From an optimization exercise on the open Yosys and OpenROAD flow, aimed at small area, a short achievable clock period and few clock cycles; shortcuts taken in it are not production practice.
Only simulation tests tie the RTL to the original design; equivalence was not proved.
No activity file was given, so power comes from the tool's default toggle rates.

### flow/design.v
module epb (
    input  wire        clk,
    input  wire        rst,           
    input  wire        host_we,
    input  wire [4:0]  host_waddr,
    input  wire [31:0] host_wdata,
    input  wire [4:0]  host_raddr,
    output reg  [31:0] host_rdata,
    output wire        host_ready,    
    output wire        host_halted,   
    output wire        dev_req,
    output reg         dev_we,
    output wire [11:0] dev_addr,
    output reg  [15:0] dev_wdata,
    input  wire        dev_ack,
    input  wire [15:0] dev_rdata
);
    localparam [3:0] OP_WRITE_REG = 4'h1;
    localparam [3:0] OP_READ_REG  = 4'h2;
    localparam [3:0] OP_READ_MAC  = 4'h3;
    localparam [3:0] OP_WAIT_IDLE = 4'h4;
    localparam [3:0] OP_SUBMIT    = 4'h5;
    localparam [3:0] OP_READ_CELL = 4'h6;
    localparam [3:0] OP_EN_WRITE  = 4'h7;
    localparam [3:0] OP_WR_CELL   = 4'h8;
    localparam [3:0] OP_DIS_WRITE = 4'h9;
    localparam [3:0] OP_DUMP      = 4'hA;
    localparam [3:0] OP_PROGRAM   = 4'hB;
    localparam [2:0] CMD_READ  = 3'd0;
    localparam [2:0] CMD_EWDS  = 3'd1;
    localparam [2:0] CMD_EWEN  = 3'd2;
    localparam [2:0] CMD_WRITE = 3'd3;
    localparam [2:0] OUT_OK      = 3'd1;
    localparam [2:0] OUT_TIMEOUT = 3'd2;
    localparam [2:0] OUT_BAD_OP  = 3'd3;
    localparam [2:0] OUT_BAD_ARG = 3'd4;
    localparam [2:0] S_SINGLE    = 3'd0;
    localparam [2:0] S_DUMP_PRE  = 3'd1;
    localparam [2:0] S_UNLOCK    = 3'd2;
    localparam [2:0] S_WRITE     = 3'd3;
    localparam [2:0] S_LOCK      = 3'd4;
    localparam [2:0] S_DUMP_POST = 3'd5;
    localparam [3:0] P_XFER    = 4'd0;    
    localparam [3:0] P_MACCMD  = 4'd1;    
    localparam [3:0] P_MACDATA = 4'd2;    
    localparam [3:0] P_PREWAIT = 4'd3;    
    localparam [3:0] P_DATA    = 4'd4;    
    localparam [3:0] P_ISSUE1  = 4'd5;    
    localparam [3:0] P_ISSUE2  = 4'd6;    
    localparam [3:0] P_BUSY    = 4'd7;    
    localparam [3:0] P_READ    = 4'd8;    
    localparam [3:0] P_CHECK   = 4'd9;    
    localparam [7:0] MAGIC = 8'hA5;
    reg [31:0]  req_r;
    reg [31:0]  arg_val;
    reg [47:0]  arg_mac;
    reg [31:0]  res_r;
    reg [31:0]  last_cmd;
    reg [255:0] pre_img;
    reg [255:0] post_img;
    reg         pre_v, post_v;
    reg         run;
    reg         halted;
    reg [2:0]   outcome;
    reg [2:0]   seq;
    reg [3:0]   ph;
    reg         half;
    reg [4:0]   cell_r;
    wire ready = !run && !halted;
    assign host_ready  = ready;
    assign host_halted = halted;
    assign dev_req     = run;
    wire [3:0] op = req_r[31:28];
    wire       ok = (outcome == OUT_OK) && !halted;
    wire [31:0] status = {5'd0, halted, 1'b0, 5'd0,
                          halted, ok, ok, ok, 1'b0,
                          halted, halted, halted, 4'd0,
                          3'd0, outcome, halted, ready};
    always @(*) begin
        host_rdata = 32'd0;
        case (host_raddr)
            5'd0:  host_rdata = req_r;
            5'd1:  host_rdata = arg_val;
            5'd2:  host_rdata = arg_mac[31:0];
            5'd3:  host_rdata = {16'd0, arg_mac[47:32]};
            5'd4:  host_rdata = status;
            5'd5:  host_rdata = res_r;
            5'd6:  host_rdata = last_cmd;
            5'd8:  host_rdata = pre_v  ? pre_img[ 31:  0] : 32'd0;
            5'd9:  host_rdata = pre_v  ? pre_img[ 63: 32] : 32'd0;
            5'd10: host_rdata = pre_v  ? pre_img[ 95: 64] : 32'd0;
            5'd11: host_rdata = pre_v  ? pre_img[127: 96] : 32'd0;
            5'd12: host_rdata = pre_v  ? pre_img[159:128] : 32'd0;
            5'd13: host_rdata = pre_v  ? pre_img[191:160] : 32'd0;
            5'd14: host_rdata = pre_v  ? pre_img[223:192] : 32'd0;
            5'd15: host_rdata = pre_v  ? pre_img[255:224] : 32'd0;
            5'd16: host_rdata = post_v ? post_img[ 31:  0] : 32'd0;
            5'd17: host_rdata = post_v ? post_img[ 63: 32] : 32'd0;
            5'd18: host_rdata = post_v ? post_img[ 95: 64] : 32'd0;
            5'd19: host_rdata = post_v ? post_img[127: 96] : 32'd0;
            5'd20: host_rdata = post_v ? post_img[159:128] : 32'd0;
            5'd21: host_rdata = post_v ? post_img[191:160] : 32'd0;
            5'd22: host_rdata = post_v ? post_img[223:192] : 32'd0;
            5'd23: host_rdata = post_v ? post_img[255:224] : 32'd0;
            default: host_rdata = 32'd0;
        endcase
    end
    wire        req_wr = host_we && (host_waddr == 5'd0);
    wire [31:0] q      = host_wdata;
    wire [3:0]  q_op   = q[31:28];
    reg [31:0] q_mask;
    always @(*) begin
        case (q_op)
            OP_WRITE_REG, OP_READ_REG: q_mask = 32'hF000FFFF;
            OP_READ_MAC:               q_mask = 32'hFFFEFFFF;
            OP_SUBMIT:                 q_mask = 32'hFFF800FF;
            OP_READ_CELL:              q_mask = 32'hFFFF00FF;
            OP_WR_CELL:                q_mask = 32'hFFFF0000;
            default:                   q_mask = 32'hFFFFFFFF;
        endcase
    end
    wire q_bad_op  = (q_op == 4'h0) || (q_op >= 4'hC);
    wire q_bad_rsv = ((q & q_mask) != {q_op, 28'd0});
    reg  q_bad_rng;
    always @(*) begin
        case (q_op)
            OP_WRITE_REG, OP_READ_REG: q_bad_rng = q[16] || (q[27:16] > 12'hFFC);
            OP_READ_CELL:              q_bad_rng = (q[15:8] > 8'd31);
            OP_WR_CELL:                q_bad_rng = (q[15:8] > 8'd6);
            default:                   q_bad_rng = 1'b0;
        endcase
    end
    reg [2:0] cmd;
    always @(*) begin
        case (seq)
            S_DUMP_PRE, S_DUMP_POST: cmd = CMD_READ;
            S_UNLOCK:                cmd = CMD_EWEN;
            S_WRITE:                 cmd = CMD_WRITE;
            S_LOCK:                  cmd = CMD_EWDS;
            default: begin
                case (op)
                    OP_SUBMIT:    cmd = req_r[18:16];
                    OP_EN_WRITE:  cmd = CMD_EWEN;
                    OP_WR_CELL:   cmd = CMD_WRITE;
                    OP_DIS_WRITE: cmd = CMD_EWDS;
                    default:      cmd = CMD_READ;
                endcase
            end
        endcase
    end
    wire [7:0] cmd_addr = (seq == S_SINGLE && op == OP_SUBMIT) ? req_r[15:8] : {3'd0, cell_r};
    reg [7:0] wr_byte;
    always @(*) begin
        if (seq == S_SINGLE)
            wr_byte = req_r[7:0];
        else begin
            case (cell_r[2:0])
                3'd1:    wr_byte = res_r[7:0];
                3'd2:    wr_byte = res_r[15:8];
                3'd3:    wr_byte = res_r[23:16];
                3'd4:    wr_byte = res_r[31:24];
                3'd5:    wr_byte = req_r[7:0];
                3'd6:    wr_byte = req_r[15:8];
                default: wr_byte = MAGIC;
            endcase
        end
    end
    reg [10:0] base;    
    always @(*) begin
        case (ph)
            P_XFER:            base = req_r[27:17];
            P_MACCMD:          base = 11'h052;    
            P_MACDATA:         base = 11'h054;    
            P_DATA, P_READ:    base = 11'h01A;    
            default:           base = 11'h018;    
        endcase
    end
    assign dev_addr = {base + {10'd0, half}, 1'b0};
    always @(*) begin
        dev_we    = 1'b0;
        dev_wdata = half ? {1'b0, cmd, 12'd0} : {8'd0, cmd_addr};
        case (ph)
            P_XFER: begin
                dev_we    = (op == OP_WRITE_REG);
                dev_wdata = half ? res_r[31:16] : res_r[15:0];
            end
            P_MACCMD: begin
                dev_we    = 1'b1;
                dev_wdata = half ? 16'hC000 : {15'd0, req_r[16]};
            end
            P_DATA: begin
                dev_we    = 1'b1;
                dev_wdata = half ? 16'd0 : {8'd0, wr_byte};
            end
            P_ISSUE1: begin
                dev_we    = 1'b1;
            end
            P_ISSUE2: begin
                dev_we    = 1'b1;
                dev_wdata = half ? {1'b1, cmd, 12'd0} : {8'd0, cmd_addr};
            end
            default: ;
        endcase
    end
    wire xfer   = run && dev_ack;
    wire rd_bsy = dev_rdata[15];
    wire is_wait = (seq == S_SINGLE) && (op == OP_WAIT_IDLE);
    wire cop_end = xfer && half && (
                       (ph == P_READ) ||
                       (ph == P_BUSY && !rd_bsy && !is_wait && cmd != CMD_READ && cmd != CMD_EWEN) ||
                       (ph == P_CHECK && !last_cmd[9] && seq != S_SINGLE));
    always @(posedge clk) begin
        if (rst) begin
            req_r    <= 32'd0;
            arg_val  <= 32'd0;
            arg_mac  <= 48'd0;
            res_r    <= 32'd0;
            last_cmd <= 32'd0;
            pre_v    <= 1'b0;
            post_v   <= 1'b0;
            run      <= 1'b0;
            halted   <= 1'b0;
            outcome  <= 3'd0;
            half     <= 1'b0;
        end else begin
            if (host_we) begin
                case (host_waddr)
                    5'd1: arg_val <= host_wdata;
                    5'd2: arg_mac[31:0] <= host_wdata;
                    5'd3: arg_mac[47:32] <= host_wdata[15:0];
                    default: ;
                endcase
            end
            if (req_wr && ready) begin
                req_r <= q;
                if (q_bad_op) begin
                    outcome <= OUT_BAD_OP;
                end else if (q_bad_rsv || q_bad_rng) begin
                    outcome <= OUT_BAD_ARG;
                end else begin
                    run  <= 1'b1;
                    half <= 1'b0;
                    cell_r <= q[12:8];
                    seq  <= S_SINGLE;
                    case (q_op)
                        OP_WRITE_REG: begin
                            res_r <= arg_val;
                            ph    <= P_XFER;
                        end
                        OP_READ_REG:  ph <= P_XFER;
                        OP_READ_MAC:  ph <= P_MACCMD;
                        OP_WAIT_IDLE: ph <= P_BUSY;
                        OP_SUBMIT:    ph <= P_ISSUE1;
                        OP_DUMP: begin
                            seq <= S_DUMP_PRE;
                            ph  <= P_PREWAIT;
                        end
                        OP_PROGRAM: begin
                            seq   <= S_DUMP_PRE;
                            ph    <= P_PREWAIT;
                            res_r <= arg_mac[31:0];
                            req_r[15:0] <= arg_mac[47:32];
                        end
                        default:      ph <= P_PREWAIT;
                    endcase
                end
            end
            if (xfer) begin
                half <= !half;
                if (!half) begin
                    case (ph)
                        P_XFER, P_MACDATA: res_r[15:0] <= dev_rdata;
                        P_PREWAIT, P_BUSY, P_CHECK: last_cmd[15:0] <= dev_rdata;
                        P_READ: begin
                            if (seq == S_SINGLE)
                                res_r <= {24'd0, dev_rdata[7:0]};
                            if (seq == S_DUMP_PRE)
                                pre_img <= {dev_rdata[7:0], pre_img[255:8]};
                            if (seq == S_DUMP_POST)
                                post_img <= {dev_rdata[7:0], post_img[255:8]};
                        end
                        default: ;
                    endcase
                end else begin
                    case (ph)
                        P_XFER: begin
                            if (op == OP_WRITE_REG)
                                res_r <= 32'd0;
                            else
                                res_r[31:16] <= dev_rdata;
                                run <= 1'b0;
                                outcome <= OUT_OK;
                        end
                        P_MACCMD: ph <= P_MACDATA;
                        P_MACDATA: begin
                            res_r[31:16] <= dev_rdata;
                            run <= 1'b0;
                            outcome <= OUT_OK;
                        end
                        P_PREWAIT: begin
                            last_cmd[31:16] <= dev_rdata;
                            if (!rd_bsy)
                                ph <= (cmd == CMD_WRITE) ? P_DATA : P_ISSUE1;
                        end
                        P_DATA:   ph <= P_ISSUE1;
                        P_ISSUE1: ph <= P_ISSUE2;
                        P_ISSUE2: begin
                            if (seq == S_SINGLE && op == OP_SUBMIT) begin
                                res_r <= 32'd0;
                                run <= 1'b0;
                                outcome <= OUT_OK;
                            end else begin
                                ph <= P_BUSY;
                            end
                        end
                        P_BUSY: begin
                            last_cmd[31:16] <= dev_rdata;
                            if (!rd_bsy) begin
                                if (seq == S_SINGLE && op == OP_WAIT_IDLE) begin
                                    res_r <= {dev_rdata, last_cmd[15:0]};
                                    run <= 1'b0;
                                    outcome <= OUT_OK;
                                end else if (cmd == CMD_READ) begin
                                    ph <= P_READ;
                                end else if (cmd == CMD_EWEN) begin
                                    ph <= P_CHECK;
                                end
                            end
                        end
                        P_READ: ;
                        default: begin  
                            last_cmd[31:16] <= dev_rdata;
                            if (last_cmd[9]) begin
                                res_r       <= {dev_rdata, last_cmd[15:0]};
                                req_r[15:0] <= 16'd0;
                                outcome     <= OUT_TIMEOUT;
                                halted      <= 1'b1;
                                run         <= 1'b0;
                            end else if (seq == S_SINGLE) begin
                                res_r <= {dev_rdata, last_cmd[15:0]};
                                run <= 1'b0;
                                outcome <= OUT_OK;
                            end
                        end
                    endcase
                end
            end
            if (cop_end) begin
                ph <= P_PREWAIT;
                case (seq)
                    S_SINGLE: begin
                        if (op != OP_READ_CELL)
                            res_r <= 32'd0;
                        run     <= 1'b0;
                        outcome <= OUT_OK;
                    end
                    S_DUMP_PRE: begin
                        cell_r <= cell_r + 5'd1;
                        if (cell_r == 5'd31) begin
                            pre_v <= 1'b1;
                            if (op == OP_DUMP) begin
                                res_r   <= 32'd0;
                                run     <= 1'b0;
                                outcome <= OUT_OK;
                            end else begin
                                seq <= S_UNLOCK;
                            end
                        end
                    end
                    S_UNLOCK: seq <= S_WRITE;
                    S_WRITE: begin
                        if (cell_r != 5'd6) begin
                            cell_r <= cell_r + 5'd1;
                        end else begin
                            cell_r <= 5'd0;
                            seq  <= S_LOCK;
                        end
                    end
                    S_LOCK: seq <= S_DUMP_POST;
                    default: begin  
                        cell_r <= cell_r + 5'd1;
                        if (cell_r == 5'd31) begin
                            post_v      <= 1'b1;
                            res_r       <= 32'd0;
                            req_r[15:0] <= 16'd0;
                            run         <= 1'b0;
                            outcome     <= OUT_OK;
                        end
                    end
                endcase
            end
        end
    end
endmodule
### flow/run.sh
#!/bin/bash
# synth_recipe.tcl (not shown) runs the flow's synth.tcl, then flattens the netlist and writes it again
# the make line also repeats each setting of config.mk as NAME=value (left out here)
make -C /OpenROAD-flow-scripts/flow DESIGN_CONFIG=/design/flow/config.mk WORK_HOME=/design/flow/orfs CLKGATE_MAP_FILE= SYNTH_SCRIPT=/design/flow/synth_recipe.tcl finish
### flow/config.mk
export PLATFORM = sky130hd
export DESIGN_NAME = epb
export DESIGN_NICKNAME = epb
export VERILOG_FILES = /design/flow/design.v
export SDC_FILE = /design/flow/constraint.sdc
export NUM_CORES = 4
export LEC_CHECK = 0
export CAP_MARGIN = 20
export CORE_MARGIN = 2
export CORE_UTILIZATION = 60
export SETUP_SLACK_MARGIN = 3
export SLEW_MARGIN = 20
### flow/constraint.sdc
create_clock -name core_clock -period 8.0 [get_ports {clk}]
set_input_delay 1.6000 -clock core_clock [delete_from_list [all_inputs] [get_ports {clk}]]
set_output_delay 1.6000 -clock core_clock [all_outputs]
set_load 0.01 [all_outputs]
==> results of run 1 <==
-- report_power, final --
| group | switching (W) | leakage, nW | internal [W] |
|---|---|---|---|
| logic | 0.000236 | 4.87 | 0.000139 |
| clock network | 0.00148 | 1.13 | 0.00187 |
| registers | 0.0000106 | 6.20 | 0.00390 |
-- cell usage in the layout (no fill, tap or decap), drive strengths merged, types with 59 or more instances in the layout --
cell type      count
a22oi            261
mux2i             59
nand2            231
a22o              75
a221oi            77
buf              195
clkbuf           111
nand3            119
dfxtp            184
edfxtp           524
nor2             161
clkdlybuf4s50     76
a21oi            124
-- logic make-up (layout without fill, tap and decap cells) --
family,after synthesis,in the layout,synth area share (%)
mux,61,61,2.06
xor+xnor,12,12,0.352
fa+ha+maj,9,9,0.369
other cells,1,2,0.0126
compound gates,744,744,18.5
buf+inv,232,469,3.17
flops,708,708,65.1
simple gates,667,668,10.4
-- state kept, by name (all words and copies together) (netlist names), 4 cells and up --
register  flops
post_img    256
pre_img     256
arg_mac      48
arg_val      32
last_cmd     32
req_r        32
res_r        32
cell_r        5
ph            4
-- how the worst max path moves through the flow --
stage                           endpoint  slack [ns]          start  cells past startpoint
after global placement    host_rdata[18]        1.43  host_raddr[2]                     10
after detailed placement  host_rdata[18]        1.32  host_raddr[2]                     10
after CTS                  host_rdata[4]        2.81  host_raddr[4]                     10
final                      host_rdata[4]        2.57  host_raddr[4]                     11
after global routing      host_rdata[21]        2.57  host_raddr[4]                     11
after floorplan              post_img[0]        1.65            rst                      4
-- layer usage --
layer / global-route usage (%) / part of all wire (%)
met1: 54.5 / 35
met2: 63.1 / 45
met3: 10.7 / 13
met4: 23.0 / 6.8
met5: 0 / 0.033
-- what timing repair did --
action / in CTS / in global routing
hold buffers: 0 / 0
resized for setup: 367 / 68
setup endpoints to repair: 62 / 45
setup buffers: 66 / 30
cloned: 15 / 4
pin swaps: 136 / 96
-- critical path: stages --
cell and delay (ns):
buf_12 0.10, nand3b_1 0.20, buf_6 0.14, nor2_4 0.06, buf_12 0.15, a22o_1 0.20
a221oi_2 0.31, nand3_2 0.22, a22oi_2 0.47, nand4_1 0.20, buf_2 0.18
-- area by class of cell --
type                            count  share of cell area, %
Sequential cell                   708                   53.2
Clock buffer                      107                   5.76
Inverter                           47                  0.517
Multi-Input combinational cell   1495                   29.2
Tap cell                          664                   2.27
Timing Repair Buffer              292                   8.57
Clock inverter                     23                  0.534
Antenna cell                        1                0.00685
-- stage by stage --
step	setup slack, ns	std cells	instance area (um^2)	total power, W	util (%)
after global routing	2.57	3336	36500	0.00778	74.5
after floorplan	1.65	2434	29900	0.00413	-
after global placement	1.43	3091	31700	0.00427	64.6
after detailed placement	1.32	3091	31700	0.00427	64.6
final	2.57	3337	36500	0.00763	74.5
after CTS	2.81	3302	35900	0.00754	73.1
==> notes.md, run 1 <==
Synth Cell Area=around 0.030 mm^2; # rows=just over 80; vias in the first global route=between 20000 and 25000; 1st-pass router iterations=8; flop-to-flop setup slack=4.23 ns; fin nets=around 2700; 1st-iter DRT viols=between 4000 and 5000; critical path capture point type=primary output; Cells after Synth=roughly 2400; endpoints failing setup=0; hold path startpoint=post_img[105]; reg2reg start=run; GRT Util Overall=approximately two fifths; number of flops mapped to enable cells by yosys=524; Setup Total Neg Slack=0 ns; area leader, netlist=edfxtp_1; Vias per Instance=7.43; die area=a little over 0.05 mm^2; synth cell count leaders=edfxtp_1 (524), a22oi_1 (261), nand2_1 (231); RSZ-0062 raised after global routing=yes; area of the multi-input gates=0.0107 mm^2; register area share after synthesis=about 65%; Ys Warns=1; post-synthesis average cell area=about 12 um^2; grt ovf=0; core area=about 0.049 mm^2; DRC Markers=0; die height=between 200 and 250 um; Max Cap Viol=0; initial antenna violation count=3; WP data arrival=3.83 ns; #FFs+latches synth=708; worst hold path type=reg -> reg; outcome=timing/DRC/antenna clean; register area=0.0194 mm^2; CTS H-tree lvls=3; vias after detailed routing=roughly 25000; CTS tree=yes; FILL cells=3138; largest net degree at the start of global routing=about 190; share of cells above drive strength 1=between 10% and 20%; period utilization=between 60% and 70%; GPL Wtd Cong=1.00; kind of critical path=in -> out; min Tclk post-route=~5.4 ns; Worst slew margin=around 22%; HPWL after DPL=66500 um; Skew-Pair Late Insertion Delay=about 0.63 ns; top-count cell post-synth=edfxtp_1; die width=approximately 230 um; ys async rst share=0%; synth top area cells=edfxtp_1 (53%), dfxtp_1 (12%), a22oi_1 (6.6%); first-pass GRT wire length=about 150000 um; clock sinks=~710; clock slew at reported path FFs=about 0.060 ns; hold path cells=0; WL/cell=about 34 um; max-slew violation count=0; CTS root buf=clkbuf_16; worst-margin pin slew=1.16 ns; final wirelength=between 100000 and 150000 um; Synth cell types=83; clk_skew=roughly 0.023 ns; Worst R2R Path Depth=7; hold endpoint=post_img[97]; Post-Syn Nets=2504; initial core utilization=between 60% and 70%; most common flop cell mapped by yosys=edfxtp_1; critical path fanouts, max=7; CTS buffer count=72; Critical Path RT=roughly 6.4 ns; Pwr Density=approximately 210 mW/mm^2; Leakage Power=~12 nW; Max VDD drop=between 0.00015 and 0.0002 V; share of the synthesized area in the top cell type=52.8%; CTS Buffer Depth=3; Buffers on Ports=124; worst hold slack=between 0.4 and 0.5 ns; post-route ant nets=0; Max Fclk=184 MHz; RR Endpoint=res_r[11]; endpoints failing hold=0; IO Pins=around 130; Worst Setup Start Kind=input port; Syn-to-layout area delta=22.5%
Testbench counts, summed over its fixed seeds: cycles 21,343.
==> run 2: changes to the inputs <==
--- a/flow/config.mk
+++ b/flow/config.mk
@@ -7,6 +7,6 @@
 export LEC_CHECK = 0
 export CAP_MARGIN = 20
 export CORE_MARGIN = 2
-export CORE_UTILIZATION = 60
-export SETUP_SLACK_MARGIN = 3
+export CORE_UTILIZATION = 40
+export SETUP_SLACK_MARGIN = 4
 export SLEW_MARGIN = 20
==> run 2 against run 1 <==
Critical endpoint is now host_rdata[5]. Total power grew 1.9%. Non-clock buffer count rose by 95. Largest cell class unchanged. Fmax decreased by 0.21%.
==> notes.md, run 2 <==
outcome=timing/DRC/antenna clean; CTS buffer count=74 (+2.8%); HPWL after DPL=69900 um (+5.2%); critical path fanouts, max=6 (-1); clock sinks=708 (unchanged); # rows=100 (+23%); period utilization=68.0% (+0.14 points); ys async rst share=0% (unchanged); Skew-Pair Late Insertion Delay=0.62 ns (about the same); post-route ant nets=0 (unchanged); clock slew at reported path FFs=0.06 ns (about the same); register area share after synthesis=65.1% (unchanged); CTS tree=yes; RSZ-0062 raised after global routing=yes; Ys Warns=1 (unchanged); Max Cap Viol=0 (unchanged); synth top area cells=edfxtp_1 (53%), dfxtp_1 (12%), a22oi_1 (6.6%); CP peak stage delay=0.42 ns (-0.05 ns); die area=0.0768 mm^2 (+49%); commonest cells after routing, fill and taps aside=edfxtp_1 (524), nand2_1 (223), a22oi_1 (195); worst-margin pin slew=1.00 ns (-0.162 ns); n_diodes=0 (-1); top-count cell post-synth=edfxtp_1; CP cell instances=buf_12 -> nand3b_1 -> buf_6 -> nor2_4 -> buf_8 -> a22o_1 -> a221oi_2 -> nand3_1 -> a22oi_2 -> nand4_1 -> buf_2; 1st-iter DRT viols=3531 (-28%); post-synthesis average cell area=12.3 um^2 (unchanged); DRC Markers=0 (unchanged); die height=277 um (+22%); initial antenna violation count=4 (+1); Worst Setup Start Kind=input port; number of flops mapped to enable cells by yosys=524 (unchanged); Simple-Gate Fraction of Synth Area=10.4% (unchanged); Non-Filler Instances=3744 (+12%); share of the synthesized area in the top cell type=52.8% (unchanged); Synth cell types=83 (unchanged); CP max stage cell=nand4_1; endpoints failing hold=0 (unchanged); Post-Syn Nets=2504 (unchanged); XOR/XNOR share of the synthesized area=0.352% (unchanged); post-synthesis mux area share=2.06% (unchanged); Worst slew margin=33.1% (+11 points); kind of critical path=in -> out; CTS Buffer Depth=3 (unchanged); largest net degree at the start of global routing=187 (-3.1%); Largest regs=post_img: 256 flops, pre_img: 256 flops, arg_mac: 48 flops; Buffers on Ports=124 (unchanged); CTS root buf=clkbuf_16; max-slew violation count=0 (unchanged); min Tclk post-route=5.44 ns (+0.0115 ns); Worst R2R Path Depth=8 (+1); Synth Cell Area=0.0298 mm^2 (unchanged); final wirelength=110000 um (-3.5%); Leakage Power=12.8 nW (+5.3%); flop-to-flop setup slack=4.86 ns (+0.63 ns); worst hold path type=reg -> reg; Syn-to-layout area delta=29.1%; Max VDD drop=0.000128 V (-28%); initial core utilization=40.3% (-21 points); vias after detailed routing=24200 (-2.5%); first-pass GRT wire length=157000 um (+2.0%); critical path capture point type=primary output; largest family of logic cells by synthesized area=compound AO/OA/AOI/OAI gates; 1st-pass router iterations=9 (+1); area leader, netlist=edfxtp_1; synth cell count leaders=edfxtp_1 (524), a22oi_1 (261), nand2_1 (231); Pwr Density=202 mW/mm^2 (-3.3%); WL/cell=29.4 um (-14%); Placed Cells=3407 (+10%); Critical Path RT=6.40 ns (about the same); Max Fclk=184 MHz (-0.21%); share of cells above drive strength 1=27.1% (+7.9 points); compound-gate portion of the synthesized area=18.5% (unchanged); endpoints failing setup=0 (unchanged); Setup Total Neg Slack=0 ns (unchanged); vias in the first global route=23000 (+0.37%); hold buffer count at cts=0 (unchanged); clk_skew=0.0222 ns (-0.000747 ns); grt ovf=0 (unchanged); Post-Synth Adder-Cell Area=0.369% (unchanged); #FFs+latches synth=708 (unchanged); die width=277 um (+22%); GPL Wtd Cong=0.968 (-3.3%); CTS H-tree lvls=3 (unchanged); GRT Util Overall=27.4% (-14 points); hold path cells=0 (unchanged); WP data arrival=3.84 ns (about the same); most common flop cell mapped by yosys=edfxtp_1; most common cell after layout, fill and taps aside=edfxtp_1; core area=0.0741 mm^2 (+51%); Cells after Synth=2434 (unchanged); IO Pins=126 (unchanged); fin nets=2786 (+3.7%); Vias per Instance=6.45 (-13%)
[run 2: kinds of logic after synthesis]
logic type                 after synthesis
AOI/OAI and AO/OA                      744
buffers and inverters                  232
xor gates and xnor gates                12
muxes                                   61
DFF                                    708
and+or+nand+nor                        667
other                                    1
adders and majority gates                9
[run 2: power breakdown]
part | switching (W) | internal [W]
sequential | 0.0000108 | 0.00390
combinational | 0.000249 | 0.000164
clock | 0.00147 | 0.00198
[run 2: area by class of cell]
class                           instances  area (um^2)
Clock buffer                          101         2070
Clock inverter                         34          328
Fill cell                            6224        35600
Inverter                               47          190
Multi-Input combinational cell       1498        11400
Sequential cell                       708        19400
Tap cell                              969         1210
Timing Repair Buffer                  387         3860
[run 2: worst paths after layout]
kind | startpoint | to
worst min-delay path | pre_img[142] | pre_img[134]
worst max register to register | seq[0] | req_r[7]
worst max-delay path | host_raddr[3] | host_rdata[5]
worst min register to register | pre_img[142] | pre_img[134]
[run 2: per-stage QoR]
step	hold WS [ns]	utilization (%)	setup WS, ns	power, W	cell area, um^2
floorplan	0.426	-	1.65	0.00415	30500
global placement	0.429	43.8	1.14	0.00428	32400
detailed placement	0.434	43.8	1.13	0.00428	32500
CTS	0.436	50.5	2.70	0.00777	37400
global route	0.450	52.0	2.56	0.00797	38500
finish	0.441	52.0	2.56	0.00778	38500
[run 2: routing by layer]
layer	track usage (%)	wire (um)
met5	0	22
met4	13.1	6290
met3	5.23	10200
met2	43.0	50500
met1	36.6	43200
[run 2: worst max-delay path: cells and delay by family]
kind,cells,cell delay (ns)
AO/OA/AOI/OAI,3,0.80
AND/OR/NAND/NOR,4,0.75
buffers and inverters,4,0.67
[run 2: repair_timing]
action | CTS | global route
setup endpoints to repair | 287 | 512
buffers inserted | 124 | 64
gates resized for setup | 576 | 115
pin swaps | 187 | 141
cloned | 10 | 4
==> run 3: changes to the inputs <==
--- a/flow/config.mk
+++ b/flow/config.mk
@@ -8,5 +8,4 @@
 export CAP_MARGIN = 20
 export CORE_MARGIN = 2
 export CORE_UTILIZATION = 40
-export SETUP_SLACK_MARGIN = 4
 export SLEW_MARGIN = 20
==> run 3 against run 2 <==
Die area stayed put. Fmax is 20% lower. Non-clock buffer count is 200 lower. First-iteration DRC count is 0.11% lower. Via count is 4.7% lower. Sequential power hardly changed. Critical path depth is 2 lower.
==> notes.md, run 3 <==
outcome=timing/DRC/antenna clean; core area=0.0741 mm^2 (unchanged); Critical Path RT=6.40 ns (about the same); worst slack, placed=1.25 ns (+0.118 ns); n_diodes=0 (unchanged); hold buffer count at cts=0 (unchanged); RSZ-0062 raised after global routing=no; Sw Ratio=22.5% (+0.18 points); utilization after layout=46.8% (-5.2 points); max-slew violation count=0 (unchanged); post-route ant nets=0 (unchanged); synth top area cells=edfxtp_1 (53%), dfxtp_1 (12%), a22oi_1 (6.6%); share of the synthesized area in the top cell type=52.8% (unchanged); Cell Int Power=0.00604 W (-0.16%); clk_skew=0.0276 ns (+0.00534 ns); reg2reg start=seq[0]; #FFs+latches synth=708 (unchanged); clock slew at reported path FFs=0.06 ns (about the same); hold path startpoint=post_img[243]; post-CTS sizing=0 (-100%); fin nets=2585 (-7.2%); hold endpoint=post_img[235]; Sw Pwr=0.00175 W (+0.85%); Max Fclk=147 MHz (-20%); share of cells above drive strength 1=8.81% (-18 points); synth cell count leaders=edfxtp_1 (524), a22oi_1 (261), nand2_1 (231); most common cell after layout, fill and taps aside=edfxtp_1; endpoints failing setup=0 (unchanged); post-synthesis average cell area=12.3 um^2 (unchanged); initial antenna violation count=3 (-1); Max Cap Viol=0 (unchanged); die width=277 um (unchanged); Buffers on Ports=124 (unchanged); Setup Buffers After CTS=0 (-100%); final wirelength=102000 um (-7.4%); GPL Wtd Cong=0.982 (+1.4%); CTS H-tree lvls=3 (unchanged); clock share of power=45.9% (+1.5 points); min Tclk post-route=6.81 ns (+1.36 ns); Ys Warns=1 (unchanged); clock sinks=708 (unchanged); Max VDD drop=0.000178 V (+40%); first-pass GRT wire length=148000 um (-6.0%); period utilization=85.1% (+17 points); DRC Markers=0 (unchanged); ys async rst share=0% (unchanged); largest net degree at the start of global routing=163 (-13%); CTS tree=yes; Worst Setup Start Kind=input port; Pwr Density=224 mW/mm^2 (+11%); Worst slew margin=24.6% (-8.5 points); Syn-to-layout area delta=16.3%; critical path fanouts, max=20 (+14); Skew-Pair Late Insertion Delay=0.63 ns (about the same); HPWL after DPL=68700 um (-1.8%); CTS root buf=clkbuf_16; WL/cell=28.8 um (-2.1%); most common flop cell mapped by yosys=edfxtp_1; initial core utilization=40.3% (unchanged); WP data arrival=5.21 ns (+1.37 ns); # rows=100 (unchanged); flop-to-flop setup slack=4.12 ns (-0.74 ns); number of flops mapped to enable cells by yosys=524 (unchanged); grt ovf=0 (unchanged); GRT Util Overall=25.8% (-1.6 points); Reg power frac=50.3% (about the same); commonest cells after routing, fill and taps aside=edfxtp_1 (524), a22oi_1 (261), nand2_1 (231); CTS buffer count=77 (+4.1%); Final WS setup=1.19 ns (-1.36 ns); RR Endpoint=res_r[1]; die area=0.0768 mm^2 (unchanged); Worst R2R Path Depth=7 (-1); 1st-pass router iterations=7 (-2); Leakage Power=10.9 nW (-15%); worst hold path type=reg -> reg; critical path capture point type=primary output; Vias per Instance=6.49 (+0.62%); top-count cell post-synth=edfxtp_1; Post-Syn Nets=2504 (unchanged); Cells after Synth=2434 (unchanged); CTS Buffer Depth=3 (unchanged); Final Power=0.00778 W (about the same); area leader, netlist=edfxtp_1; Synth Cell Area=0.0298 mm^2 (unchanged); kind of critical path=in -> out; hold path cells=0 (unchanged); die height=277 um (unchanged); endpoints failing hold=0 (unchanged); Synth cell types=83 (unchanged); Comb pwr share=3.8% (-1.5 points); register area share after synthesis=65.1% (unchanged); IO Pins=126 (unchanged); vias in the first global route=22200 (-3.7%); 1st-iter DRT viols=3527 (-0.11%); worst-margin pin slew=1.13 ns (+0.127 ns); vias after detailed routing=23000 (-4.7%); Largest regs=post_img: 256 flops, pre_img: 256 flops, arg_mac: 48 flops
## run 3: changes by cell type in the layout (fill, tap and decap cells not counted), moves of 42 or more
cell,delta
a221oi_1,+65
a221oi_2,-56
a22oi_1,+66
a22oi_2,-66
buf_2,-42
buf_4,-97
buf_6,-74
clkdlybuf4s50_1,+70
## run 3: per-stage QoR
stage / cells / hold slack, ns / cell area, um^2 / setup TNS [ns]
2_1_floorplan: 2434 / 0.426 / 29800 / -750.63
3_3_place_gp: 3403 / 0.429 / 32100 / 0
3_5_place_dp: 3404 / 0.433 / 32100 / 0
4_1_cts: 3544 / 0.437 / 34700 / 0
5_1_grt: 3545 / 0.440 / 34700 / 0
6_report: 3545 / 0.440 / 34700 / 0
## run 3: per-layer routing
layer,vias to the layer above,global-route usage [%],wire length [um]
met5,-,0,13
met4,2,13.0,5230
met3,284,5.71,11000
met2,1542,38.3,44500
met1,11400,35.6,41300
li1,9755,-,-
## run 3: power by group through the flow
stage	combinational, W	sequential [W]	clock [W]
6_report	0.000294	0.00391	0.00358
5_1_grt	0.000307	0.00391	0.00377
4_1_cts	0.000286	0.00391	0.00363
3_5_place_dp	0.000285	0.00399	0
3_3_place_gp	0.000283	0.00399	0
2_1_floorplan	0.000147	0.00398	0
## run 3: how the worst max path moves through the flow
stage | endpoint | from | slack (ns)
global route | host_rdata[12] | host_raddr[2] | 1.07
floorplan | pre_img[0] | rst | -1.47
global placement | host_rdata[12] | host_raddr[2] | 1.35
detailed placement | host_rdata[3] | host_raddr[2] | 1.25
CTS | host_rdata[3] | host_raddr[2] | 1.22
finish | host_rdata[12] | host_raddr[2] | 1.19
## run 3: final cells by class
class	count	area (um^2)
inverter	47	176
multi-input combinational	1494	9560
sequential	708	19400
clock inverter	46	544
tap	969	1210
timing repair buffer	187	1760
fill	6610	39400
clock buffer	94	2000
## run 3: kinds of logic (layout without fill, tap and decap cells)
group           count (synthesis)  in the layout  share of synthesized area [%]
other cells                     1              1                         0.0126
compound gates                744            744                           18.5
buf+inv                       232            374                           3.17
xor+xnor                       12             12                          0.352
mux                            61             61                           2.06
simple gates                  667            667                           10.4
fa+ha+maj                       9              9                          0.369
flops                         708            708                           65.1
## run 3: worst max-delay path, stage by stage
cell             delay, ns
clkdlybuf4s50_1       0.61
or3b_2                0.61
nor2_2                0.55
buf_4                 0.41
a221oi_1              0.14
nand3_1               0.24
a22oi_1               0.22
nand4_1               0.23
clkdlybuf4s50_1       0.57
==> run 4: changes to the inputs <==
--- a/flow/design.v
+++ b/flow/design.v
@@ -76,34 +76,34 @@
                           halted, ok, ok, ok, 1'b0,
                           halted, halted, halted, 4'd0,
                           3'd0, outcome, halted, ready};
+    wire [4:0] ra = host_raddr;
+    wire [7:0] lo_sel;
+    genvar gi;
+    generate
+        for (gi = 0; gi < 8; gi = gi + 1) begin : g_lo
+            assign lo_sel[gi] = (ra[2:0] == gi);
+        end
+    endgenerate
+    wire grp_reg  = (ra[4:3] == 2'd0);
+    wire grp_pre  = (ra[4:3] == 2'd1) && pre_v;
+    wire grp_post = (ra[4:3] == 2'd2) && post_v;
+    reg [31:0] rd_reg, rd_pre, rd_post;
+    integer w;
     always @(*) begin
-        host_rdata = 32'd0;
-        case (host_raddr)
-            5'd0:  host_rdata = req_r;
-            5'd1:  host_rdata = arg_val;
-            5'd2:  host_rdata = arg_mac[31:0];
-            5'd3:  host_rdata = {16'd0, arg_mac[47:32]};
-            5'd4:  host_rdata = status;
-            5'd5:  host_rdata = res_r;
-            5'd6:  host_rdata = last_cmd;
-            5'd8:  host_rdata = pre_v  ? pre_img[ 31:  0] : 32'd0;
-            5'd9:  host_rdata = pre_v  ? pre_img[ 63: 32] : 32'd0;
-            5'd10: host_rdata = pre_v  ? pre_img[ 95: 64] : 32'd0;
-            5'd11: host_rdata = pre_v  ? pre_img[127: 96] : 32'd0;
-            5'd12: host_rdata = pre_v  ? pre_img[159:128] : 32'd0;
-            5'd13: host_rdata = pre_v  ? pre_img[191:160] : 32'd0;
-            5'd14: host_rdata = pre_v  ? pre_img[223:192] : 32'd0;
-            5'd15: host_rdata = pre_v  ? pre_img[255:224] : 32'd0;
-            5'd16: host_rdata = post_v ? post_img[ 31:  0] : 32'd0;
-            5'd17: host_rdata = post_v ? post_img[ 63: 32] : 32'd0;
-            5'd18: host_rdata = post_v ? post_img[ 95: 64] : 32'd0;
-            5'd19: host_rdata = post_v ? post_img[127: 96] : 32'd0;
-            5'd20: host_rdata = post_v ? post_img[159:128] : 32'd0;
-            5'd21: host_rdata = post_v ? post_img[191:160] : 32'd0;
-            5'd22: host_rdata = post_v ? post_img[223:192] : 32'd0;
-            5'd23: host_rdata = post_v ? post_img[255:224] : 32'd0;
-            default: host_rdata = 32'd0;
-        endcase
+        rd_reg = ({32{lo_sel[0]}} & req_r)
+               | ({32{lo_sel[1]}} & arg_val)
+               | ({32{lo_sel[2]}} & arg_mac[31:0])
+               | ({32{lo_sel[3]}} & {16'd0, arg_mac[47:32]})
+               | ({32{lo_sel[4]}} & status)
+               | ({32{lo_sel[5]}} & res_r)
+               | ({32{lo_sel[6]}} & last_cmd);
+        rd_pre  = 32'd0;
+        rd_post = 32'd0;
+        for (w = 0; w < 8; w = w + 1) begin
+            rd_pre  = rd_pre  | ({32{lo_sel[w]}} & pre_img[w*32 +: 32]);
+            rd_post = rd_post | ({32{lo_sel[w]}} & post_img[w*32 +: 32]);
+        end
+        host_rdata = ({32{grp_reg}} & rd_reg) | ({32{grp_pre}} & rd_pre) | ({32{grp_post}} & rd_post);
     end
     wire        req_wr = host_we && (host_waddr == 5'd0);
     wire [31:0] q      = host_wdata;
--- a/flow/config.mk
+++ b/flow/config.mk
@@ -7,5 +7,6 @@
 export LEC_CHECK = 0
 export CAP_MARGIN = 20
 export CORE_MARGIN = 2
-export CORE_UTILIZATION = 40
+export CORE_UTILIZATION = 60
+export SETUP_SLACK_MARGIN = 5
 export SLEW_MARGIN = 20
==> run 4 against run 3 <==
Combinational power is 110% higher. Largest power group unchanged. Design area rose by 18%. Via count up 18%. Clock power hardly changed. Clock-buffer cell count is 3 lower. Synthesized cell count grew 1.8%. Die area fell by 32%. Critical endpoint is now host_rdata[21]. Sequential share of layout area fell by 8.6 points.
==> notes.md, run 4 <==
CTS root buf=clkbuf_16; CTS tree=yes; most common cell after layout, fill and taps aside=edfxtp_1; HPWL after DPL=66500 um (-3.1%); post-synthesis average cell area=12.2 um^2 (-0.61%); Cells after Synth=2478 (+1.8%); Worst slew margin=26.5% (+1.9 points); synth cell count leaders=edfxtp_1 (524), nand2_1 (267), a22oi_1 (246); CTS buffer count=74 (-3.9%); FILL cells=2522 (-62%); min Tclk post-route=5.35 ns (-1.45 ns); GRT Util Overall=45.0% (+19 points); most common flop cell mapped by yosys=edfxtp_1; initial core utilization=60.5% (+20 points); die area=0.0521 mm^2 (-32%); vias in the first global route=24800 (+12%); max-slew violation count=0 (unchanged); WL/cell=35.4 um (+23%); worst-margin pin slew=1.10 ns (-0.0248 ns); Leakage Power=13.9 nW (+28%); top-count cell post-synth=edfxtp_1; Synth cell types=74 (-11%); area leader, netlist=edfxtp_1; Buffers on Ports=124 (unchanged); vias after detailed routing=27100 (+18%); worst hold path type=reg -> reg; hold buffer count at cts=0 (unchanged); commonest cells after routing, fill and taps aside=edfxtp_1 (524), nand2_1 (244), buf_4 (193); Post-Syn Nets=2548 (+1.8%); IO Pins=126 (unchanged); Max Cap Viol=0 (unchanged); Pwr Density=198 mW/mm^2 (-12%); endpoints failing setup=0 (unchanged); DRC Markers=0 (unchanged); worst hold slack=0.443 ns (+0.00303 ns); Non-Filler Instances=3598 (+1.5%); clk_skew=0.0330 ns (+0.00540 ns); share of the synthesized area in the top cell type=52.1% (-0.62 points); period utilization=66.9% (-18 points); number of flops mapped to enable cells by yosys=524 (unchanged); Largest regs=post_img: 256 flops, pre_img: 256 flops, arg_mac: 48 flops; Max Fclk=187 MHz (+27%); kind of critical path=in -> out; Critical Path RT=6.40 ns (about the same); WP data arrival=3.75 ns (-1.46 ns); Max VDD drop=0.000158 V (-11%); CTS Buffer Depth=3 (unchanged); endpoints failing hold=0 (unchanged); #FFs+latches synth=708 (unchanged); 1st-pass router iterations=9 (+2); n_diodes=0 (unchanged); first-pass GRT wire length=171000 um (+15%); 1st-iter DRT viols=4747 (+35%); critical path capture point type=primary output; Worst R2R Path Depth=10 (+3); clock slew at reported path FFs=0.06 ns (about the same); fin nets=2937 (+14%); clock sinks=708 (unchanged); # rows=82 (-18%); RSZ-0062 raised after global routing=yes; synth top area cells=edfxtp_1 (52%), dfxtp_1 (12%), a22oi_1 (6.1%); hold path cells=0 (unchanged); critical path fanouts, max=7 (-65%); outcome=timing/DRC/antenna clean; core area=0.0499 mm^2 (-33%); Worst Setup Start Kind=input port; post-route ant nets=0 (unchanged); register area share after synthesis=64.3% (-0.76 points); CTS H-tree lvls=3 (unchanged); Syn-to-layout area delta=35.7%; GPL Wtd Cong=0.995 (+1.3%); share of cells above drive strength 1=34.9% (+26 points); final wirelength=128000 um (+25%); ys async rst share=0% (unchanged); die height=228 um (-18%); Vias per Instance=7.53 (+16%); die width=228 um (-18%); largest net degree at the start of global routing=75 (-54%); initial antenna violation count=2 (-1); Skew-Pair Late Insertion Delay=0.65 ns (+0.02 ns); grt ovf=0 (unchanged); Synth Cell Area=0.0302 mm^2 (+1.2%); Ys Warns=1 (unchanged); Placed Cells=3147 (-7.5%)
==> run 4: cell count changes after synthesis, moves of 34 or more <==
cell	delta
nand3_1	-104
o21ai_0	+54
a21oi_1	+53
a31oi_1	+39
nand2_1	+36
mux2_2	+34
==> run 4: per-layer routing <==
metal	vias to the layer above	routed length [um]	GRT usage (%)
met5	-	13	0
met4	2	12100	29.7
met3	746	17300	11.4
met2	2773	56900	69.7
met1	13000	41100	56.5
li1	10500	-	-
==> run 4: power breakdown <==
group / switching, W / internal, W / leakage [nW] / total, W
Clock: 0.00159 / 0.00200 / 1.20 / 0.00359
Sequential: 0.0000118 / 0.00390 / 6.20 / 0.00391
Combinational: 0.000363 / 0.000248 / 6.50 / 0.000611
Total: 0.00196 / 0.00615 / 13.9 / 0.00811
==> run 4: final timing paths <==
| kind | start | end | slack [ns] |
|---|---|---|---|
| setup / recovery | host_raddr[0] | host_rdata[21] | 2.65 |
| hold / removal | post_img[217] | post_img[209] | 0.44 |
| setup reg to reg | seq[0] | res_r[3] | 4.68 |
| hold reg to reg | post_img[217] | post_img[209] | 0.44 |
==> run 4: area by class of cell <==
class                   instances  area, um^2  area share (%)
clock buffers                  91        1970            4.80
repair buffers                494        5560            13.6
inverters                      16        73.8           0.180
clock inverters                44         484            1.18
flip-flops and latches        708       19400            47.4
multi-input cells            1573       12600            30.8
well taps                     672         841            2.05
==> run 4: metrics by stage <==
step	area (um^2)	total power [W]	util, %	setup slack (ns)	setup TNS [ns]
2_1_floorplan	30500	0.00419	-	-2.57	-1316.03
3_3_place_gp	32300	0.00434	64.7	1.51	0
3_5_place_dp	32300	0.00435	64.7	1.53	0
4_1_cts	39100	0.00793	78.5	2.91	0
5_1_grt	41000	0.00823	82.2	2.71	0
6_report	41000	0.00811	82.2	2.65	0
==> run 4: kinds of logic (layout without fill, tap and decap cells) <==
kind of cell / count (synthesis) / in the layout / synth area share, %
multiplexers: 135 / 135 / 4.74
AO/OA/AOI/OAI: 802 / 803 / 18.5
buffers and inverters: 206 / 645 / 2.63
adder cells (fa/ha/maj): 8 / 8 / 0.332
XOR/XNOR: 9 / 9 / 0.261
other: 1 / 1 / 0.0124
AND/OR/NAND/NOR: 609 / 617 / 9.19
flip-flops: 708 / 708 / 64.3
==> run 4: repair_timing <==
action                     CTS  global route
setup endpoints to repair  734           428
buffers inserted           194            75
pin swaps                  181           151
gates cloned                39             8
resized for setup          869           279
==> run 4: critical path: stages <==
cell	delay, ns
buf_16	0.13
buf_6	0.11
and3_4	0.20
buf_6	0.14
buf_4	0.13
a22o_1	0.29
a221oi_4	0.41
a31oi_2	0.19
a21oi_4	0.28
o21ai_2	0.10
buf_2	0.15
Testbench counts of run 4, summed over its fixed seeds: cycles 21,343.
==> run 5: changes to the inputs <==
--- a/flow/config.mk
+++ b/flow/config.mk
@@ -8,5 +8,5 @@
 export CAP_MARGIN = 20
 export CORE_MARGIN = 2
 export CORE_UTILIZATION = 60
-export SETUP_SLACK_MARGIN = 5
+export SETUP_SLACK_MARGIN = 3
 export SLEW_MARGIN = 20
==> run 5 against run 4 <==
First-iteration DRC count shrank 18%. Sequential share of layout area up 5.0 points. Die area unchanged.
==> notes.md, run 5 <==
CP peak stage delay=0.38 ns (-0.03 ns); Vias per Instance=7.26 (-3.6%); Max Fclk=189 MHz (+0.90%); area leader, netlist=edfxtp_1; vias in the first global route=23400 (-5.7%); Cell Int Power=0.00607 W (-1.2%); ys async rst share=0% (unchanged); 1st-iter DRT viols=3885 (-18%); clock sinks=708 (unchanged); IO Pins=126 (unchanged); CTS tree=yes; die area=0.0521 mm^2 (unchanged); CTS Buffer Depth=3 (unchanged); hold path startpoint=post_img[226]; CP cell instances=buf_12 -> buf_12 -> nor2b_4 -> buf_8 -> nor2b_4 -> buf_12 -> buf_12 -> a22o_1 -> a221oi_2 -> a31oi_1 -> or3_1 -> buf_2; Largest regs=post_img: 256 flops, pre_img: 256 flops, arg_mac: 48 flops; GPL Wtd Cong=0.971 (-2.4%); hold endpoint=post_img[218]; utilization after layout=74.3% (-7.9 points); worst hold path type=reg -> reg; Reg power frac=49.4% (+1.2 points); CTS root buf=clkbuf_16; CTS H-tree lvls=3 (unchanged); family with the most delay on the worst path=buffers and inverters; initial core utilization=60.5% (unchanged); Critical Path RT=6.40 ns (about the same); WL/cell=32.6 um (-7.9%); largest net degree at the start of global routing=193 (+160%); worst-margin pin slew=1.13 ns (+0.0268 ns); CTS buffer count=73 (-1.4%); min Tclk post-route=5.30 ns (-0.0479 ns); WP data arrival=3.70 ns (-0.05 ns); Setup Total Neg Slack=0 ns (unchanged); Syn-to-layout area delta=22.7%; Worst Setup Start Kind=input port; kind of critical path=in -> out; share of the synthesized area in the top cell type=52.1% (unchanged); Sw Ratio=23.2% (-0.97 points); Skew-Pair Late Insertion Delay=0.65 ns (about the same); commonest cells after routing, fill and taps aside=edfxtp_1 (524), nand2_1 (264), a22oi_1 (209); clock share of power=44.2% (about the same); # rows=82 (unchanged); core area=0.0499 mm^2 (unchanged); n_diodes=0 (unchanged); reg2reg start=half; Synth Cell Area=0.0302 mm^2 (unchanged); RSZ-0062 raised after global routing=yes; Comb pwr share=6.4% (-1.1 points); endpoints failing setup=0 (unchanged); Sw Pwr=0.00184 W (-6.4%); final wirelength=111000 um (-13%); max-slew violation count=0 (unchanged); die width=228 um (unchanged); Pwr Density=213 mW/mm^2 (+7.9%); share of cells above drive strength 1=20.0% (-15 points); clk_skew=0.0303 ns (-0.00268 ns); Ys Warns=1 (unchanged); GRT Util Overall=41.3% (-3.7 points); outcome=timing/DRC/antenna clean; Worst R2R Path Depth=7 (-3); critical path fanouts, max=8 (+1); Synth cell types=74 (unchanged); hold buffer count at cts=0 (unchanged); Final Power=0.00791 W (-2.5%); hold path cells=0 (unchanged); worst hold slack=0.437 ns (-0.00610 ns); CP max stage cell=or3_1; Crit path buffers/inverters=6 (+1); Placed Cells=3137 (-0.32%); #FFs+latches synth=708 (unchanged); Worst slew margin=24.7% (-1.8 points); DRC Markers=0 (unchanged); clock slew at reported path FFs=0.06 ns (about the same); critical path capture point type=primary output; period utilization=66.3% (-0.60 points); register area share after synthesis=64.3% (unchanged); FILL cells=3266 (+30%); Leakage Power=12.2 nW (-12%); 1st-pass router iterations=7 (-2); fin nets=2739 (-6.7%); Post-Syn Nets=2548 (unchanged); Non-Filler Instances=3395 (-5.6%); RR Endpoint=res_r[5]; CP most frequent cell=buf_12; HPWL after DPL=64500 um (-3.1%); endpoints failing hold=0 (unchanged); Buffers on Ports=124 (unchanged); synth top area cells=edfxtp_1 (52%), dfxtp_1 (12%), a22oi_1 (6.1%); die height=228 um (unchanged); first-pass GRT wire length=158000 um (-7.2%); Max Cap Viol=0 (unchanged); post-route ant nets=0 (unchanged); grt ovf=0 (unchanged); most common flop cell mapped by yosys=edfxtp_1; Cells after Synth=2478 (unchanged); number of flops mapped to enable cells by yosys=524 (unchanged); flop-to-flop setup slack=4.39 ns (-0.29 ns); most common cell after layout, fill and taps aside=edfxtp_1; synth cell count leaders=edfxtp_1 (524), nand2_1 (267), a22oi_1 (246); post-synthesis average cell area=12.2 um^2 (unchanged); Max VDD drop=0.000172 V (+8.8%); initial antenna violation count=2 (unchanged); top-count cell post-synth=edfxtp_1; vias after detailed routing=24600 (-9.1%)
-- run 5: cell types whose count changed in the layout (fill, tap and decap cells not counted), sizes merged, moves of 7 or more --
cell | before | now
buf | 435 | 201
clkdlybuf4s15 | 12 | 0
clkinv | 38 | 28
dlygate4sd2 | 12 | 5
clkbuf | 102 | 95
clkdlybuf4s50 | 15 | 80
-- run 5: worst reg2reg max path: cells and delay by family, from the launching register on --
kind,cells,cell delay [ns]
simple gates,4,1.03
flops,1,0.60
buf+inv,1,0.34
compound gates,2,1.50
-- run 5: cells by family (layout without fill, tap and decap cells) --
kind of cell    count (synthesis)  count (layout)  synth area share (%)
compound gates                802             802                  18.5
xor+xnor                        9               9                 0.261
fa+ha+maj                       8               8                 0.332
buf+inv                       206             441                  2.63
flops                         708             708                  64.3
mux                           135             135                  4.74
other cells                     1               1                0.0124
simple gates                  609             619                  9.19
-- run 5: metrics by stage --
stage               cell area (um^2)  setup WS [ns]
global placement               32100           1.64
detailed placement             32100           1.60
floorplan                      30200          -2.57
global route                   37000           2.71
CTS                            36500           2.79
finish                         37000           2.70
-- run 5: final cells by class --
cell class	instances	area (um^2)	area share [%]
inverters	16	60.1	0.162
clock inverters	37	417	1.12
clock buffers	92	1990	5.37
repair buffers	296	3140	8.48
flip-flops and latches	708	19400	52.4
multi-input cells	1574	11200	30.2
well taps	672	841	2.27
-- run 5: per-layer routing --
metal  track usage, %  wire length (um)  vias up
li1                 -                 -    10100
met1             53.3             39300    12100
met2             63.5             50100     2039
met3             10.2             13300      444
met4             25.2              8090        4
met5                0                34        -
-- run 5: worst max path at each step --
stage | endpoint | cells past startpoint | slack, ns | from
after floorplan | post_img[0] | 4 | -2.57 | dev_ack
after global placement | host_rdata[28] | 10 | 1.64 | host_raddr[1]
after detailed placement | host_rdata[28] | 10 | 1.60 | host_raddr[1]
after CTS | host_rdata[1] | 12 | 2.79 | host_raddr[1]
after global routing | host_rdata[28] | 13 | 2.71 | host_raddr[1]
final | host_rdata[13] | 12 | 2.70 | host_raddr[1]
-- run 5: power groups by stage --
stage / Sequential, W / Clock [W] / Combinational [W]
final: 0.00391 / 0.00349 / 0.000504
after global routing: 0.00391 / 0.00364 / 0.000517
after CTS: 0.00391 / 0.00347 / 0.000463
after detailed placement: 0.00400 / 0 / 0.000346
after global placement: 0.00400 / 0 / 0.000342
after floorplan: 0.00398 / 0 / 0.000194
-- run 5: timing repair --
action,in CTS,in global routing
gates resized for setup,360,68
gates cloned,27,1
buffers inserted,80,21
pin swaps,81,52
setup endpoints to repair,63,46
==> run 6: changes to the inputs <==
--- a/flow/config.mk
+++ b/flow/config.mk
@@ -8,5 +8,5 @@
 export CAP_MARGIN = 20
 export CORE_MARGIN = 2
 export CORE_UTILIZATION = 60
-export SETUP_SLACK_MARGIN = 3
+export SETUP_SLACK_MARGIN = 2.7
 export SLEW_MARGIN = 20
==> run 6 against run 5 <==
Die area unchanged. Total power down 1.6%. Final cell count down 1.5%. Clock power down 2%. Combinational power down 14%. Critical path type unchanged. Largest cell class unchanged. Highest routed layer unchanged.
==> notes.md, run 6 <==
kind of critical path=in -> out; Synth Cell Area=0.0302 mm^2 (unchanged); vias after detailed routing=23900 (-2.8%); CTS Buffer Depth=3 (unchanged); Syn-to-layout area delta=18.9%; n_diodes=0 (unchanged); number of flops mapped to enable cells by yosys=524 (unchanged); CTS root buf=clkbuf_16; post-route ant nets=0 (unchanged); critical path capture point type=primary output; share of cells above drive strength 1=14.9% (-5.1 points); most common flop cell mapped by yosys=edfxtp_1; 1st-pass router iterations=8 (+1); final wirelength=104000 um (-6.0%); 1st-iter DRT viols=3692 (-5.0%); initial core utilization=60.5% (unchanged); compound-gate portion of the synthesized area=18.5% (unchanged); min Tclk post-route=5.43 ns (+0.126 ns); die area=0.0521 mm^2 (unchanged); Post-Synth Adder-Cell Area=0.332% (unchanged); Synth cell types=74 (unchanged); DRC Markers=0 (unchanged); Max VDD drop=0.000171 V (-1.1%); Skew-Pair Late Insertion Delay=0.64 ns (about the same); largest net degree at the start of global routing=193 (unchanged); initial antenna violation count=3 (+1); XOR/XNOR share of the synthesized area=0.261% (unchanged); worst slack, placed=1.31 ns (-0.281 ns); synth cell count leaders=edfxtp_1 (524), nand2_1 (267), a22oi_1 (246); CTS tree=yes; Max Fclk=184 MHz (-2.3%); worst hold slack=0.434 ns (-0.00295 ns); fin nets=2681 (-2.1%); Worst slew margin=25.7% (+0.96 points); Critical Path RT=6.40 ns (about the same); GPL Wtd Cong=0.983 (+1.2%); clk_skew=0.0279 ns (-0.00239 ns); worst hold path type=reg -> reg; Buffers on Ports=124 (unchanged); GRT Util Overall=39.0% (-2.3 points); grt ovf=0 (unchanged); outcome=timing/DRC/antenna clean; Max Cap Viol=0 (unchanged); largest family of logic cells by synthesized area=compound AO/OA/AOI/OAI gates; CTS H-tree lvls=3 (unchanged); ys async rst share=0% (unchanged); clock slew at reported path FFs=0.06 ns (about the same); period utilization=67.9% (+1.6 points); IO Pins=126 (unchanged); most common cell after layout, fill and taps aside=edfxtp_1; die width=228 um (unchanged); post-synthesis average cell area=12.2 um^2 (unchanged); Ys Warns=1 (unchanged); CTS buffer count=74 (+1.4%); hold buffer count at cts=0 (unchanged); RSZ-0062 raised after global routing=yes; Vias per Instance=7.16 (-1.3%); first-pass GRT wire length=150000 um (-5.3%); Pwr Density=217 mW/mm^2 (+1.6%); WP data arrival=3.83 ns (+0.13 ns); max-slew violation count=0 (unchanged); Final WS setup=2.57 ns (-0.126 ns); post-synthesis mux area share=4.74% (unchanged); #FFs+latches synth=708 (unchanged); # rows=82 (unchanged); vias in the first global route=22700 (-3.1%); Worst Setup Start Kind=input port; synth top area cells=edfxtp_1 (52%), dfxtp_1 (12%), a22oi_1 (6.1%); Post-Syn Nets=2548 (unchanged); worst-margin pin slew=1.11 ns (-0.0185 ns); endpoints failing hold=0 (unchanged); top-count cell post-synth=edfxtp_1; HPWL after DPL=64200 um (-0.37%); clock sinks=708 (unchanged); die height=228 um (unchanged); Leakage Power=11.8 nW (-3.7%); share of the synthesized area in the top cell type=52.1% (unchanged); Largest regs=post_img: 256 flops, pre_img: 256 flops, arg_mac: 48 flops; Simple-Gate Fraction of Synth Area=9.19% (unchanged); core area=0.0499 mm^2 (unchanged); WL/cell=31.2 um (-4.5%); Cells after Synth=2478 (unchanged); endpoints failing setup=0 (unchanged); area leader, netlist=edfxtp_1; register area share after synthesis=64.3% (unchanged); commonest cells after routing, fill and taps aside=edfxtp_1 (524), nand2_1 (266), a22oi_1 (239); critical path fanouts, max=38 (+30)
run 6: logic make-up after synthesis:
family / count (synthesis)
AND/OR/NAND/NOR: 609
multiplexers: 135
AO/OA/AOI/OAI: 802
adder cells (fa/ha/maj): 8
XOR/XNOR: 9
other: 1
buffers and inverters: 206
flip-flops: 708
run 6: layer usage:
metal / track usage, % / up-vias / share of wire [%]
met5: 0 / - / 0.036
met4: 21.4 / 6 / 6.1
met3: 8.50 / 336 / 12
met2: 59.8 / 1891 / 45
met1: 52.0 / 11700 / 37
li1: - / 9972 / -
run 6: final timing paths:
kind / cells after the start / startpoint / slack [ns] / endpoint
max reg2reg: 5 / run / 4.38 / pre_img[162]
min reg2reg: 0 / pre_img[137] / 0.43 / pre_img[129]
max: 7 / host_raddr[2] / 2.57 / host_rdata[26]
min: 0 / pre_img[137] / 0.43 / pre_img[129]
run 6: area by class of cell:
class                           instances  area (um^2)
Clock buffer                           99         2040
Clock inverter                         37          347
Fill cell                            3459        14000
Inverter                               16         60.1
Multi-Input combinational cell       1572        10600
Sequential cell                       708        19400
Tap cell                              672          841
Timing Repair Buffer                  239         2530
run 6: worst max-delay path: stages:
cell and delay (ns):
buf_12 0.24, buf_6 0.31, mux2_2 0.37, a21oi_1 0.15
o22ai_1 0.22, a221o_1 0.38, clkdlybuf4s50_1 0.50
run 6: timing repair:
item / in CTS / in global routing
hold endpoints to repair: 0 / 0
gates resized for setup: 145 / 69
setup buffers: 43 / 10
pin swaps: 23 / 25
setup endpoints to repair: 39 / 38
gates cloned: 13 / 3
run 6: where the power goes:
| group | leakage (nW) | switching, W | internal (W) | total, W |
|---|---|---|---|---|
| Combinational | 4.38 | 0.000275 | 0.000160 | 0.000435 |
| Sequential | 6.20 | 0.0000142 | 0.00390 | 0.00391 |
| Clock | 1.17 | 0.00147 | 0.00196 | 0.00343 |
run 6: metrics by stage:
stage / cell area, um^2 / power, W / setup TNS, ns / util, % / std cells
3_3_place_gp: 32100 / 0.00434 / 0 / 64.4 / 3138
3_5_place_dp: 32100 / 0.00434 / 0 / 64.4 / 3138
2_1_floorplan: 30200 / 0.00418 / -1316.03 / - / 2478
5_1_grt: 35900 / 0.00796 / 0 / 71.9 / 3343
4_1_cts: 35500 / 0.00776 / 0 / 71.2 / 3330
6_report: 35900 / 0.00778 / 0 / 71.9 / 3343
==> run 7: changes to the inputs <==
--- a/flow/config.mk
+++ b/flow/config.mk
@@ -8,5 +8,7 @@
 export CAP_MARGIN = 20
 export CORE_MARGIN = 2
 export CORE_UTILIZATION = 60
-export SETUP_SLACK_MARGIN = 2.7
+export CTS_CLUSTER_DIAMETER = 100
+export CTS_CLUSTER_SIZE = 24
+export SETUP_SLACK_MARGIN = 3
 export SLEW_MARGIN = 20
==> run 7 against run 6 <==
Critical path depth increased by 6. Still clean. Largest power group unchanged. Non-clock buffer count increased by 50. Combinational power increased by 12%. Flip-flop and latch count unchanged. Highest routed layer is now met4. Via count increased by 0.29%. Global-route usage increased by 0.71 points.
==> notes.md, run 7 <==
RSZ-0062 raised after global routing=yes; Critical Path Start=host_raddr[1]; post-route ant nets=0 (unchanged); Cells after Synth=2478 (unchanged); IO Pins=126 (unchanged); die area=0.0521 mm^2 (unchanged); critical path fanouts, max=7 (-82%); Ys Warns=1 (unchanged); ys async rst share=0% (unchanged); endpoints failing hold=0 (unchanged); reg2reg start=half; utilization after layout=71.1% (-0.84 points); top-count cell post-synth=edfxtp_1; critical path capture point type=primary output; area leader, netlist=edfxtp_1; hold buffer count at cts=0 (unchanged); CTS buffer count=36 (-51%); post-synthesis average cell area=12.2 um^2 (unchanged); CTS tree=yes; commonest cells after routing, fill and taps aside=edfxtp_1 (524), nand2_1 (264), a22oi_1 (215); Synth Cell Area=0.0302 mm^2 (unchanged); Critical Path RT=6.40 ns (about the same); GRT Util Overall=39.7% (+0.71 points); Max Cap Viol=0 (unchanged); #FFs+latches synth=708 (unchanged); share of the synthesized area in the top cell type=52.1% (unchanged); final wirelength=106000 um (+1.6%); most common cell after layout, fill and taps aside=edfxtp_1; Pwr Density=181 mW/mm^2 (-16%); hold path startpoint=post_img[147]; Buffers on Ports=124 (unchanged); Vias per Instance=7.26 (+1.4%); WP data arrival=3.75 ns (-0.08 ns); period utilization=66.9% (-0.96 points); initial antenna violation count=1 (-2); endpoints failing setup=0 (unchanged); Synth cell types=74 (unchanged); Worst slew margin=26.5% (+0.83 points); synth cell count leaders=edfxtp_1 (524), nand2_1 (267), a22oi_1 (246); initial core utilization=60.5% (unchanged); WL/cell=32.0 um (+2.7%); kind of critical path=in -> out; 1st-iter DRT viols=3546 (-4.0%); Post-Syn Nets=2548 (unchanged); clock sinks=708 (unchanged); grt ovf=0 (unchanged); die height=228 um (unchanged); CTS Buffer Depth=3 (unchanged); Worst Setup Start Kind=input port; first-pass GRT wire length=152000 um (+1.7%); Largest regs=post_img: 256 flops, pre_img: 256 flops, arg_mac: 48 flops; core area=0.0499 mm^2 (unchanged); clk_skew=0.0379 ns (+0.00995 ns); Syn-to-layout area delta=17.5%; clock slew at reported path FFs=0.09 ns (+0.03 ns); Leakage Power=11.4 nW (-2.8%); Non-Filler Instances=3306 (-1.1%); 1st-pass router iterations=6 (-2); n_diodes=0 (unchanged); HPWL after DPL=64500 um (+0.37%); worst-margin pin slew=1.10 ns (-0.0124 ns); die width=228 um (unchanged); number of flops mapped to enable cells by yosys=524 (unchanged); most common flop cell mapped by yosys=edfxtp_1; register area share after synthesis=64.3% (unchanged); CTS H-tree lvls=2 (-1); Skew-Pair Late Insertion Delay=0.62 ns (-0.02 ns); CTS root buf=clkbuf_16; outcome=timing/DRC/antenna clean; DRC Markers=0 (unchanged); largest net degree at the start of global routing=193 (unchanged); min Tclk post-route=5.35 ns (-0.0770 ns); worst hold path type=reg -> reg; vias in the first global route=22700 (-0.013%); Max Fclk=187 MHz (+1.4%); fin nets=2693 (+0.45%); Max VDD drop=0.000162 V (-4.7%); max-slew violation count=0 (unchanged); # rows=82 (unchanged); vias after detailed routing=24000 (+0.29%); share of cells above drive strength 1=17.4% (+2.5 points); GPL Wtd Cong=0.971 (-1.2%); Placed Cells=3137 (-0.032%); synth top area cells=edfxtp_1 (52%), dfxtp_1 (12%), a22oi_1 (6.1%)
run 7: cell counts after synthesis:
Identical to the previous run, type by type.
run 7: where the power goes:
| group | total [W] | internal (W) | switching [W] |
|---|---|---|---|
| logic | 0.000489 | 0.000189 | 0.000300 |
| registers | 0.00390 | 0.00390 | 0.00000959 |
| clock network | 0.00204 | 0.000845 | 0.00119 |
| total | 0.00643 | 0.00493 | 0.00150 |
run 7: cells by family (layout without fill, tap and decap cells):
logic type / after synthesis / count (layout) / synth area share (%)
compound gates: 802 / 802 / 18.5
xor+xnor: 9 / 9 / 0.261
fa+ha+maj: 8 / 8 / 0.332
buf+inv: 206 / 354 / 2.63
flops: 708 / 708 / 64.3
mux: 135 / 135 / 4.74
other cells: 1 / 1 / 0.0124
simple gates: 609 / 617 / 9.19
run 7: worst max-delay path, cell delays in order:
cell	delay, ns
buf_12	0.11
buf_12	0.13
nor2b_4	0.14
buf_8	0.11
nor2b_4	0.12
buf_12	0.14
buf_12	0.12
buf_16	0.13
a22o_1	0.20
a221oi_2	0.29
nand3_1	0.13
a221o_1	0.38
buf_2	0.14
run 7: layout make-up:
cell class / instances / area, um^2
multi-input combinational: 1572 / 11100
sequential: 708 / 19400
clock buffer: 44 / 931
fill: 3487 / 14400
timing repair buffer: 289 / 3050
tap: 672 / 841
clock inverter: 5 / 68.8
inverter: 16 / 60.1
run 7: repair_timing:
item,4_1_cts,5_1_grt
gates cloned,23,0
resized for setup,352,57
pin swaps,77,39
endpoints found under the setup margin,65,50
setup buffers,82,15
run 7: through the flow:
| stage | setup TNS, ns | area [um^2] | setup slack (ns) | power (W) | hold WS [ns] |
|---|---|---|---|---|---|
| final | 0 | 35500 | 2.65 | 0.00643 | 0.455 |
| after global routing | 0 | 35500 | 2.64 | 0.00656 | 0.464 |
| after CTS | 0 | 35000 | 2.79 | 0.00639 | 0.451 |
| after detailed placement | 0 | 32100 | 1.60 | 0.00434 | 0.433 |
| after global placement | 0 | 32100 | 1.64 | 0.00434 | 0.430 |
| after floorplan | -1316.03 | 30200 | -2.57 | 0.00418 | 0.420 |
run 7: path summary, 6_finish.rpt:
kind                                 endpoint  slack [ns]  cells after the start
worst max-delay path            host_rdata[8]        2.65                     13
worst min-delay path            post_img[139]        0.45                      0
worst max register to register       res_r[5]        4.28                      7
worst min register to register  post_img[139]        0.45                      0
run 7: layer usage:
| metal | up-vias | share of wire, % | GRT usage [%] |
|---|---|---|---|
| li1 | 9949 | - | - |
| met1 | 11800 | 36 | 52.4 |
| met2 | 1866 | 45 | 61.0 |
| met3 | 405 | 11 | 7.80 |
| met4 | 0 | 7.5 | 24.3 |
| met5 | - | 0 | 0 |

-- port drivers added, routing unchanged --
The flow's constraints put no driver on any port. The routed layouts listed below were extracted and timed again, unchanged, in two steps. Step 1 assumes that a clkbuf_16 drives the clock port and a buf_2 every other input. Step 2, shift: input delay + t, output delay - t, t = (earliest + latest rising clock arrival at the registers) / 2. This alone moves slack from input paths to output paths. a / b / c = ideal / step 1 / step 2; a / b = the first two.
run	shift t [ns]	slack for setup (ns)	worst setup path at the end
run 1	0.686	2.571 / 2.496 / 2.407	input to register
run 2	0.681	2.559 / 2.468 / 2.468	input to output
run 3	0.683	1.195 / 1.161 / 1.161	input to output
run 4	0.705	2.648 / 2.533 / 2.533	input to output
run 5	0.695	2.696 / 2.650 / 2.267	input to register
run 6	0.687	2.570 / 2.508 / 2.503	input to register
run 7	0.667	2.647 / 2.601 / 2.504	input to register
After both steps setup and hold are still met in every run listed. For run 5, which loses most, drivers alone change the setup slack by -0.046 ns; drivers and shift together by -0.429 ns.
